What follows belongs to an exercise in optimizing a design on an open flow for small area, a short achievable clock period and few clock cycles per item; a production flow would make more cautious choices. Power figures rest on the tool's default switching activity, not on a simulated workload.

Setup of lane 1:
==> module gf_engine, before the edit <==
module gf_engine (
    input  wire        clk,
    input  wire        rst,         
    input  wire        fa_we,
    input  wire [12:0] fa_wdata,
    input  wire        fb_we,
    input  wire [12:0] fb_wdata,
    output wire [12:0] fa,
    output wire [12:0] fb,
    output wire [12:0] fr,
    input  wire        cmd_valid,
    input  wire [31:0] cmd_word,
    output wire [7:0]  status
);
    reg [12:0] fa_r;
    reg [12:0] fb_r;
    reg [12:0] fr_r;
    reg        done_r;          
    reg        err_r;           
    assign fa     = fa_r;
    assign fb     = fb_r;
    assign fr     = fr_r;
    assign status = {3'b000, err_r, err_r, 1'b0, done_r, 1'b0};
    wire [12:0] fa4;
    gf_engine_sq2 u_sq2 (.a(fa_r), .y(fa4));
    wire [12:0] opa;
    gf_engine_sel u_sel (.s0(cmd_word[0]), .a0(fa_r), .s1(cmd_word[1]), .a1(fa4), .y(opa));
    wire [168:0] mcol;
    gf_engine_mcols u_mcols (.b(fb_r), .m(mcol));
    wire [12:0] prod;
    genvar gi, gk;
    generate
        for (gk = 0; gk < 13; gk = gk + 1) begin : g_row
            wire [12:0] m;
            for (gi = 0; gi < 13; gi = gi + 1) begin : g_m
                assign m[gi] = mcol[13*gi + gk];
            end
            gf_engine_dot13 u_dot (.m(m), .a(opa), .y(prod[gk]));
        end
    endgenerate
    wire cmd_hi0     = (cmd_word[31:2] == 30'd0);
    wire is_gfmul    = cmd_hi0 && (cmd_word[1:0] == 2'b01);
    wire is_gfsq2mul = cmd_hi0 && (cmd_word[1:0] == 2'b10);
    wire legal       = is_gfmul | is_gfsq2mul;
    wire [12:0] fa_next;
    wire [12:0] fb_next;
    wire [12:0] fr_next;
    wire fa_ld = fa_we & !rst;
    wire fb_ld = fb_we & !rst;
    gf_engine_ld u_ld_fa (.rst(rst), .ld(fa_ld), .d(fa_wdata), .q(fa_r), .y(fa_next));
    gf_engine_ld u_ld_fb (.rst(rst), .ld(fb_ld), .d(fb_wdata), .q(fb_r), .y(fb_next));
    gf_engine_upd u_upd_fr (.rst(rst), .we(cmd_valid & legal), .d(prod), .q(fr_r), .y(fr_next));
    always @(posedge clk) begin
        fa_r <= fa_next;
        fb_r <= fb_next;
        fr_r <= fr_next;
        if (rst) begin
            done_r <= 1'b0;
            err_r  <= 1'b0;
        end else if (cmd_valid) begin
            done_r <= legal;
            err_r  <= !legal;
        end
    end
endmodule
Settings: LEC_CHECK=0, CAP_MARGIN=0, CORE_MARGIN=2, CORE_UTILIZATION=40, CTS_BUF_LIST=sky130_fd_sc_hd__clkbuf_8, PLACE_DENSITY=0.6, SETUP_SLACK_MARGIN=2.3, SLEW_MARGIN=0, SYNTH_HIERARCHICAL=1, SYNTH_MINIMUM_KEEP_SIZE=0, TNS_END_PERCENT=5; clock period 5.0 ns.
standard.sh (not shown) runs the stock make flow with config.mk's settings and CLKGATE_MAP_FILE= SYNTH_SCRIPT=/design/flow/synth_recipe.tcl, a recipe that flattens the netlist after the stock synthesis.
==> flow/flow/run.sh <==
#!/bin/bash
# Own layout flow: the standard flow (standard.sh), with two changes to
# how the layout is made:
#  * the port buffers that the standard flow inserts on every input and
#    output are sky130_fd_sc_hd__buf_1 instead of the default choice
#    (the resizer may still upsize them where timing needs it);
#  * the 3-input XOR/XNOR cells are added to the platform's don't-use list,
#    so that synthesis builds the XOR trees from faster 2-input cells.
# Everything else (synthesis script, floorplan, power grid, tap cells,
# placement, CTS, routing) is the standard flow unchanged.
set -euo pipefail
cd "$(dirname "$0")/.."

PLATFORM_DONT_USE="sky130_fd_sc_hd__probe_p_8 sky130_fd_sc_hd__probec_p_8 \
sky130_fd_sc_hd__lpflow_bleeder_1 sky130_fd_sc_hd__lpflow_clkbufkapwr_1 \
sky130_fd_sc_hd__lpflow_clkbufkapwr_16 sky130_fd_sc_hd__lpflow_clkbufkapwr_2 \
sky130_fd_sc_hd__lpflow_clkbufkapwr_4 sky130_fd_sc_hd__lpflow_clkbufkapwr_8 \
sky130_fd_sc_hd__lpflow_clkinvkapwr_1 sky130_fd_sc_hd__lpflow_clkinvkapwr_16 \
sky130_fd_sc_hd__lpflow_clkinvkapwr_2 sky130_fd_sc_hd__lpflow_clkinvkapwr_4 \
sky130_fd_sc_hd__lpflow_clkinvkapwr_8 sky130_fd_sc_hd__lpflow_decapkapwr_12 \
sky130_fd_sc_hd__lpflow_decapkapwr_3 sky130_fd_sc_hd__lpflow_decapkapwr_4 \
sky130_fd_sc_hd__lpflow_decapkapwr_6 sky130_fd_sc_hd__lpflow_decapkapwr_8 \
sky130_fd_sc_hd__lpflow_inputiso0n_1 sky130_fd_sc_hd__lpflow_inputiso0p_1 \
sky130_fd_sc_hd__lpflow_inputiso1n_1 sky130_fd_sc_hd__lpflow_inputiso1p_1 \
sky130_fd_sc_hd__lpflow_inputisolatch_1 sky130_fd_sc_hd__lpflow_isobufsrc_1 \
sky130_fd_sc_hd__lpflow_isobufsrc_16 sky130_fd_sc_hd__lpflow_isobufsrc_2 \
sky130_fd_sc_hd__lpflow_isobufsrc_4 sky130_fd_sc_hd__lpflow_isobufsrc_8 \
sky130_fd_sc_hd__lpflow_isobufsrckapwr_16 \
sky130_fd_sc_hd__lpflow_lsbuf_lh_hl_isowell_tap_1 \
sky130_fd_sc_hd__lpflow_lsbuf_lh_hl_isowell_tap_2 \
sky130_fd_sc_hd__lpflow_lsbuf_lh_hl_isowell_tap_4 \
sky130_fd_sc_hd__lpflow_lsbuf_lh_isowell_4 \
sky130_fd_sc_hd__lpflow_lsbuf_lh_isowell_tap_1 \
sky130_fd_sc_hd__lpflow_lsbuf_lh_isowell_tap_2 \
sky130_fd_sc_hd__lpflow_lsbuf_lh_isowell_tap_4"
EXTRA_DONT_USE="sky130_fd_sc_hd__xor3_1 sky130_fd_sc_hd__xor3_2 sky130_fd_sc_hd__xor3_4 \
sky130_fd_sc_hd__xnor3_1 sky130_fd_sc_hd__xnor3_2 sky130_fd_sc_hd__xnor3_4"

bash standard.sh finish \
    "DONT_USE_CELLS=$PLATFORM_DONT_USE $EXTRA_DONT_USE" \
    "BUFFER_PORTS_ARGS=-buffer_cell sky130_fd_sc_hd__buf_1" \
    > flow_make.log 2>&1
Lane 1: no failed stages, no open violations at the end
The inputs of lane 2 differ from those of lane 1 as listed below.
--- a/flow/design.v
+++ b/flow/design.v
@@ -43,15 +43,14 @@
     wire is_gfsq2mul = cmd_hi0 && (cmd_word[1:0] == 2'b10);
     wire legal       = is_gfmul | is_gfsq2mul;
     wire [12:0] fa_next;
     wire [12:0] fb_next;
     wire [12:0] fr_next;
-    wire fa_ld = fa_we & !rst;
-    wire fb_ld = fb_we & !rst;
-    gf_engine_ld u_ld_fa (.rst(rst), .ld(fa_ld), .d(fa_wdata), .q(fa_r), .y(fa_next));
-    gf_engine_ld u_ld_fb (.rst(rst), .ld(fb_ld), .d(fb_wdata), .q(fb_r), .y(fb_next));
-    gf_engine_upd u_upd_fr (.rst(rst), .we(cmd_valid & legal), .d(prod), .q(fr_r), .y(fr_next));
+    gf_engine_upd u_upd_fa (.rst(rst), .we(fa_we), .d(fa_wdata), .q(fa_r), .y(fa_next));
+    gf_engine_upd u_upd_fb (.rst(rst), .we(fb_we), .d(fb_wdata), .q(fb_r), .y(fb_next));
+    wire fr_load = cmd_valid & legal & !rst;
+    gf_engine_ld u_ld_fr (.rst(rst), .ld(fr_load), .d(prod), .q(fr_r), .y(fr_next));
     always @(posedge clk) begin
         fa_r <= fa_next;
         fb_r <= fb_next;
         fr_r <= fr_next;
         if (rst) begin
## What came out
- Comparing lane 2 with lane 1, the storage element area came out essentially unchanged.
- For lane 1, the worst-path cell with the longest stage delay was sky130_fd_sc_hd__dfxtp_2, unlike lane 2, where it was sky130_fd_sc_hd__dfxtp_4.
- Power share of the clock group: lane 2 < lane 1
- Count of clock-buffer cells in the layout: lane 1 vs lane 2 identical
- Per the final summary, lane 2 finished and its layout is clean on timing, DRC and antenna.
- NOTE: setup slack of the critical path after layout in lane 2 falls short of that of lane 1
- Taking lane 1 as the reference point, the worst hold slack of lane 2 falls by 0.035 ns.
- Between lane 1 and lane 2, total clock network power decreased.
- On lane 2: layout overhead on the synthesized area is 0.40 points higher than what lane 1 gave.
- Comparing distinct cell type count of the synthesized netlist for lane 2 and lane 1, the bigger number came from lane 2.
- Clock period minus worst slack (lane 2 over lane 1): increase, 0.014 ns
Function was not checked in any run of this note: the RTL went through the layout flow alone.

## separate check: timing with driven ports
Ports are ideal in the flow. The routed layouts listed here were re-timed in OpenROAD. Step 1 (the two cells are an assumption about what drives the block):
set clk [get_ports {clk}]
set_driving_cell -lib_cell sky130_fd_sc_hd__clkbuf_16 $clk
set_driving_cell -lib_cell sky130_fd_sc_hd__buf_2 [delete_from_list [all_inputs] $clk]
Step 2 moves the port delays by t, midway between the first and last clock arrival at a register: inputs arrive t later, outputs are due t later. That takes back most of the time a late clock gives input paths. a / b / c = ideal ports / drivers / drivers and shift; a / b = the first two.
| run | t, ns | setup slack, ns | worst setup path at the end | clock arrival spread, ns | worst data-port slew with drivers (ns) |
|---|---|---|---|---|---|
| lane 1 | 0.346 | 2.430 / 2.430 / 2.123 | input to register | 0.013 / 0.012 | 0.04 |
| lane 2 | 0.343 | 2.415 / 2.415 / 2.136 | input to register | 0.007 / 0.007 | 0.03 |
After both steps every run listed still meets setup and hold. For lane 1, which loses most, drivers alone change the setup slack by 0.000 ns; drivers and shift together by -0.307 ns.
